From an optimization exercise on the open Yosys and OpenROAD flow, aimed at small area, a short achievable clock period and few clock cycles per item; shortcuts taken in it are not production practice.
The RTL was checked by simulation tests, not by an equivalence proof against the original design.
The clock port is modelled as an ideal driver; clocking choices that lean on that would not hold on a real chip.
Power figures rest on the tool's default switching activity, not on a simulated workload.

## main
Design tlb_core, start of the top module:
module tlb_core (
    input  wire        clk,
    input  wire        rst,           
    input  wire        req_valid,
    output wire        req_ready,
    input  wire [71:0] req_data,
    output reg         resp_valid,
    output reg  [66:0] resp_data,
    output reg         pt_en,
    output reg         pt_we,
    output reg  [19:0] pt_addr,
    output wire [32:0] pt_wdata,      
    input  wire [32:0] pt_rdata
);
    localparam OP_CFG   = 3'd1;
    localparam OP_SET   = 3'd2;
    localparam OP_XLATE = 3'd3;
    localparam OP_HITS  = 3'd4;
    localparam ST_OK         = 3'd0;
    localparam ST_BAD_CFG    = 3'd1;
    localparam ST_BAD_VPN    = 3'd2;
    localparam ST_XLATE_FLT  = 3'd3;
    localparam ST_BAD_STATE  = 3'd4;
    localparam ST_BAD_CMD    = 3'd5;
    localparam LC_UNCONF = 2'd0;
    localparam LC_READY  = 2'd1;
    localparam LC_DEAD   = 2'd2;
    reg  [1:0]  lifecycle;
    reg         cfg_ps;           
    reg  [1:0]  cfg_rows;         
    reg  [63:0] hits;
    reg         cv;
    reg  [2:0]  cmd_op;
    reg         cmd_p;
    reg  [31:0] cmd_a;
    reg  [31:0] cmd_b;
    reg         rdy;
    reg  [15:0] l_oh;
    reg  [17:0] l_key;
    reg         w_v;
    reg  [2:0]  w_st;
    reg  [1:0]  w_src;            
    reg  [3:0]  w_row;
    reg  [1:0]  w_way;
    reg  [12:0] w_off;
    reg         m1;               
    reg         m2;               
    reg  [12:0] m_off;
    reg  [19:0] m_v2;
    reg         m_v2ok;
    reg  [3:0]  m_row2;
    reg  [15:0] ins_oh;
    reg  [3:0]  ins_wv;
    reg  [17:0] ins_key;
    reg         hz;               
    reg         fwd;              
  ...
Settings: LEC_CHECK=0, CAP_MARGIN=20, CORE_MARGIN=2, CORE_UTILIZATION=22, PLACE_DENSITY=0.25, SLEW_MARGIN=20; clock period 14.0 ns.
run.sh (not shown) runs the stock make flow with config.mk's settings and CLKGATE_MAP_FILE= SYNTH_SCRIPT=/design/flow/synth_recipe.tcl, a recipe that flattens the netlist after the stock synthesis.
Testbench counts of main, summed over its fixed seeds: cycles 46,253, items 31,896.
Edits applied to the flow inputs when going from main to the feature branch:
Settings: swapping 0.25 for 0.55 in PLACE_DENSITY; swapping 22 for 45 in CORE_UTILIZATION.
Findings:
The run showing the smaller power density over the cells is the feature branch. The higher net count of the finished layout came out of main. | global-route wire length before repair | lower: the feature branch |. Higher global-route usage among main and the feature branch: the feature branch. Lower critical path depth among main and the feature branch: the feature branch.

* * *

Another version of the RTL of tlb_core (not shown whole).
For scale: about 8400 cells after synthesis, ~230 I/O pins.
export LEC_CHECK = 0
export CAP_MARGIN = 20
export CORE_MARGIN = 2
export CORE_UTILIZATION = 22
export PLACE_DENSITY = 0.25
export SLEW_MARGIN = 20
create_clock -name core_clock -period 14.0 [get_ports {clk}]
standard.sh (not shown) runs the stock make flow with config.mk's settings and CLKGATE_MAP_FILE= SYNTH_SCRIPT=/design/flow/synth_recipe.tcl, a recipe that flattens the netlist after the stock synthesis.
==> flow/flow/run.sh <==
#!/bin/bash
set -uo pipefail
work=$(pwd)
bash standard.sh POST_CTS_TCL="$work/flow/post_cts.tcl" finish > "$work/standard_sh.log" 2>&1
==> flow/flow/post_cts.tcl <==
# Sourced by ORFS cts.tcl after its own repair and detailed placement, before
# 4_1_cts.odb is written. The clock and constraints are unchanged; only the
# target slack of the repair is larger.
puts "post_cts: extra setup repair"
estimate_parasitics -placement
report_worst_slack
repair_timing -setup -setup_margin 8.5 -repair_tns 100 -max_iterations 3000 -verbose
set result [catch { detailed_placement } msg]
if { $result != 0 } {
  error "post_cts: detailed placement failed: $msg"
}
check_placement -verbose
estimate_parasitics -placement
report_worst_slack
Testbench counts at the start, summed over its fixed seeds: cycles 46,253, items 31,896.
==> next run, changes <==
--- a/flow/flow/post_cts.tcl
+++ b/flow/flow/post_cts.tcl
@@ -6,3 +6,3 @@
 report_worst_slack
-repair_timing -setup -setup_margin 8.5 -repair_tns 100 -max_iterations 3000 -verbose
+repair_timing -setup -setup_margin 9.1 -repair_tns 100 -max_iterations 3000 -verbose
 set result [catch { detailed_placement } msg]
Effect:
- The changed run went through all stages and came out clean
- routed wire length came out higher by about 3.7%
- clock-buffer cell count is unchanged
- first-iteration DRC count came out lower by about 5%

* * *

Another version of the RTL of tlb_core (not shown whole).
For scale: about 230 I/O pins, ~140000 um2 of cells after synthesis.
==> flow/design.v (excerpt) <==
module tlb_core (
    input  wire        clk,
    input  wire        rst,           
    input  wire        req_valid,
    output wire        req_ready,
    input  wire [71:0] req_data,
    output reg         resp_valid,
    output reg  [66:0] resp_data,
    output reg         pt_en,
    output reg         pt_we,
    output reg  [19:0] pt_addr,
    output wire [32:0] pt_wdata,      
    input  wire [32:0] pt_rdata
);
clock: 14.0 ns
lec_check: 0
cap_margin: 20
core_margin: 2
core_utilization: 35
place_density: 0.45
slew_margin: 20
==> flow/flow/run.sh <==
#!/bin/bash
set -uo pipefail
work=$(pwd)
bash standard.sh "CTS_ARGS=-sink_clustering_enable -repair_clock_nets -dont_use_dummy_load -sink_clustering_size 20 -sink_clustering_max_diameter 100" POST_CTS_TCL="$work/flow/post_cts.tcl" finish > "$work/standard_sh.log" 2>&1
==> flow/flow/post_cts.tcl <==
# Sourced by ORFS cts.tcl after its own repair and detailed placement, before
# 4_1_cts.odb is written. The clock and constraints are unchanged; only the
# target slack of the repair is larger.
puts "post_cts: extra setup repair"
estimate_parasitics -placement
report_worst_slack
repair_timing -setup -setup_margin 9.1 -repair_tns 100 -max_iterations 3000 -verbose
set result [catch { detailed_placement } msg]
if { $result != 0 } {
  error "post_cts: detailed placement failed: $msg"
}
check_placement -verbose
estimate_parasitics -placement
report_worst_slack
Testbench counts at the start, summed over its fixed seeds: cycles 46,253, items 31,896.
Change:
--- a/flow/config.mk
+++ b/flow/config.mk
@@ -8,5 +8,5 @@
 export CAP_MARGIN = 20
 export CORE_MARGIN = 2
-export CORE_UTILIZATION = 35
-export PLACE_DENSITY = 0.45
+export CORE_UTILIZATION = 22
+export PLACE_DENSITY = 0.25
 export SLEW_MARGIN = 20
Sequential power is about the same.
Fmax shrinks by 0.75%.
Routed wire length grows by 26%.
Cell area grows by 3.6%.
Core utilization shrinks by 14 points.
Total power grows by 3.2%.
Die area grows by 59%.
Global-route usage shrinks by 6.1 points.
Synthesized area does not change.
Register-to-register slack is about the same.
Hold slack is better by 0.012 ns.
Change:
==> flow/flow/run.sh (replaced) <==
#!/bin/bash
set -uo pipefail
work=$(pwd)
bash standard.sh "CTS_ARGS=-sink_clustering_enable -repair_clock_nets -dont_use_dummy_load -sink_clustering_size 20 -sink_clustering_max_diameter 100" "BUFFER_PORTS_ARGS=-buffer_cell sky130_fd_sc_hd__buf_4" POST_CTS_TCL="$work/flow/post_cts.tcl" finish > "$work/standard_sh.log" 2>&1
--- a/flow/config.mk
+++ b/flow/config.mk
@@ -8,5 +8,5 @@
 export CAP_MARGIN = 20
 export CORE_MARGIN = 2
-export CORE_UTILIZATION = 22
-export PLACE_DENSITY = 0.25
+export CORE_UTILIZATION = 45
+export PLACE_DENSITY = 0.55
 export SLEW_MARGIN = 20
Result: The new run finished with timing, DRC and antenna clean. Total power goes down by 3.8%. Sequential power hardly moves. Via count goes up by 5.3%. Die area goes down by 51%.
Change:
--- a/flow/config.mk
+++ b/flow/config.mk
@@ -8,5 +8,5 @@
 export CAP_MARGIN = 20
 export CORE_MARGIN = 2
-export CORE_UTILIZATION = 45
-export PLACE_DENSITY = 0.55
+export CORE_UTILIZATION = 22
+export PLACE_DENSITY = 0.25
 export SLEW_MARGIN = 20
Effect: Worst setup slack improved by 0.20 ns. Design area climbs by 5.3%. Register-to-register slack gains 0.25 ns. Die area went up by 100%. Worst hold slack is about the same. Clock power grows by 8.1%. Final cell count rose by 36%. Via count is lower by 4.9%.
Change:
--- a/flow/config.mk
+++ b/flow/config.mk
@@ -8,5 +8,5 @@
 export CAP_MARGIN = 20
 export CORE_MARGIN = 2
-export CORE_UTILIZATION = 22
-export PLACE_DENSITY = 0.25
+export CORE_UTILIZATION = 35
+export PLACE_DENSITY = 0.45
 export SLEW_MARGIN = 20
Result: Clock power drops by 6.3%. Register-to-register slack degrades by 0.39 ns. Wire length drops by 21%. Sequential share of layout area climbs by 2.6 points. Synthesized cell count is unchanged.

* * *

Setup of build 11:
tlb_core, a different RTL version from the one above (not shown whole).
Size: ~8300 cells after synthesis, roughly 3700 flip-flops, ~140000 sq um of cells after synthesis.
==> flow/config.mk <==
export PLATFORM = sky130hd
export DESIGN_NAME = tlb_core
export DESIGN_NICKNAME = tlb_core
export VERILOG_FILES = /design/flow/design.v
export SDC_FILE = /design/flow/constraint.sdc
export NUM_CORES = 4
export LEC_CHECK = 0
export CAP_MARGIN = 20
export CORE_MARGIN = 2
export CORE_UTILIZATION = 22
export PLACE_DENSITY = 0.25
export SLEW_MARGIN = 20
==> flow/constraint.sdc <==
create_clock -name core_clock -period 14.0 [get_ports {clk}]
set_input_delay 2.8000 -clock core_clock [delete_from_list [all_inputs] [get_ports {clk}]]
set_output_delay 2.8000 -clock core_clock [all_outputs]
set_load 0.01 [all_outputs]
==> flow/flow/run.sh <==
#!/bin/bash
set -uo pipefail
work=$(pwd)
bash standard.sh "CTS_ARGS=-sink_clustering_enable -repair_clock_nets -dont_use_dummy_load" POST_CTS_TCL="$work/flow/post_cts.tcl" finish > "$work/standard_sh.log" 2>&1
Scripts as last shown in full above: flow/flow/post_cts.tcl
The final layout from build 11, which completed every stage, passed the timing, DRC and antenna checks at the end of the flow.
Testbench counts of build 11, summed over its fixed seeds: cycles 46,253, items 31,896.
Relative to build 11, the following input files were edited for build 56:
==> flow/flow/run.sh <==
#!/bin/bash
set -uo pipefail
work=$(pwd)
bash standard.sh "CTS_ARGS=-sink_clustering_enable -repair_clock_nets -dont_use_dummy_load -sink_clustering_size 20 -sink_clustering_max_diameter 100" POST_CTS_TCL="$work/flow/post_cts.tcl" finish > "$work/standard_sh.log" 2>&1
Findings:
Comparing build 11 with build 56, the wire length came out essentially unchanged.
Build 56 ends up with higher combinational group share of total power than build 11 does.
Fraction of synthesized area in multiplexers across build 11 and build 56: no real change.
> inputs changed (build 56 -> build 2)
==> flow/flow/run.sh <==
#!/bin/bash
set -uo pipefail
work=$(pwd)
bash standard.sh "CTS_ARGS=-sink_clustering_enable -repair_clock_nets -dont_use_dummy_load -sink_clustering_size 20 -sink_clustering_max_diameter 100" "BUFFER_PORTS_ARGS=-buffer_cell sky130_fd_sc_hd__buf_4" POST_CTS_TCL="$work/flow/post_cts.tcl" finish > "$work/standard_sh.log" 2>&1
==> comparison <==
Diff build 56..build 2 | relative contribution of the clock network to total power | negligible. Build 56 and build 2 ended up with nearly the same via count. Compared with build 56, build 2 shows a time the final worst path needs with I/O delays and setup that is 0.11 ns lower. In build 2, the synthesis-to-layout area growth came out 0.33 points below the value in build 56. The static leakage of build 2 exceeds that of build 56 by about 0.66%. Diff build 56..build 2 | synthesized cell area | unchanged. Post-route cell area: build 56 vs build 2 — no meaningful difference.
Relative to build 2, the following input files were edited for build 87:
==> flow/flow/run.sh <==
#!/bin/bash
set -uo pipefail
work=$(pwd)
bash standard.sh POST_CTS_TCL="$work/flow/post_cts.tcl" finish > "$work/standard_sh.log" 2>&1
Findings:
On build 87: sequential share of layout area is 3.5 points lower than what build 2 gave.
Proportion of power drawn by combinational gates delta for build 87 relative to build 2: 1.0 points lower
Build 2 → build 87: layout overhead on the synthesized area has increased; final cell count without fillers has increased; final hold slack has remained practically unchanged.
Build 87 -> build 2: routed wire length flat
As far as global-route usage is concerned, build 87 and build 2 perform about the same.
Post-layout utilization of the core ends up higher on build 87.
Looking at number of violations reported at the end of detailed-routing iteration 0, build 87 sits 41 higher than build 2 does.
Build 87 supports a lower top clock frequency than build 2.
Build 2 -> build 87: cell area increased by a few percent

==> separate check: timing with driven ports <==
No port has a modelled driver above. Below, the same layouts with a new extraction and two added sets of constraints.
Step 1, drivers: a clkbuf_16 drives clk and a buf_2 each remaining input, both assumed.
Step 2 times the ports against the registers' clock, not the clock port: input delays grow and output delays shrink by t, the midpoint of the rising clock arrivals with the driver on.
Three values: ideal ports, drivers, drivers and shift; two values: the first two.
run | shift t [ns] | slack for setup (ns) | worst register clock-pin slew, ns
main | 1.158 | 7.442 / 7.442 / 6.483 | 0.07 / 0.07
the feature branch | 1.058 | 6.962 / 7.049 / 5.992 | 0.07 / 0.07
the first run of note 2 | 1.149 | 8.369 / 8.369 / 7.414 | 0.07 / 0.07
the second run of note 2 | 1.155 | 8.860 / 8.916 / 7.801 | 0.07 / 0.07
the first run of note 3 | 1.038 | 8.962 / 8.962 / 8.062 | 0.10 / 0.10
the second run of note 3 | 1.091 | 8.923 / 8.948 / 7.904 | 0.10 / 0.10
the third run of note 3 | 1.008 | 8.785 / 8.827 / 7.829 | 0.09 / 0.09
the fourth run of note 3 | 1.097 | 8.985 / 9.048 / 7.951 | 0.10 / 0.10
the fifth run of note 3 | 1.036 | 8.629 / 8.680 / 7.644 | 0.10 / 0.10
build 11 | 1.118 | 8.830 / 8.905 / 7.787 | 0.06 / 0.06
build 56 | 1.078 | 8.839 / 8.921 / 7.843 | 0.10 / 0.10
build 2 | 1.078 | 8.952 / 9.029 / 7.951 | 0.10 / 0.10
build 87 | 1.147 | 8.875 / 8.899 / 7.808 | 0.06 / 0.06
After both steps setup and hold are still met in every run listed. For build 87, which loses most, drivers alone change the setup slack by +0.024 ns; drivers and shift together by -1.067 ns.
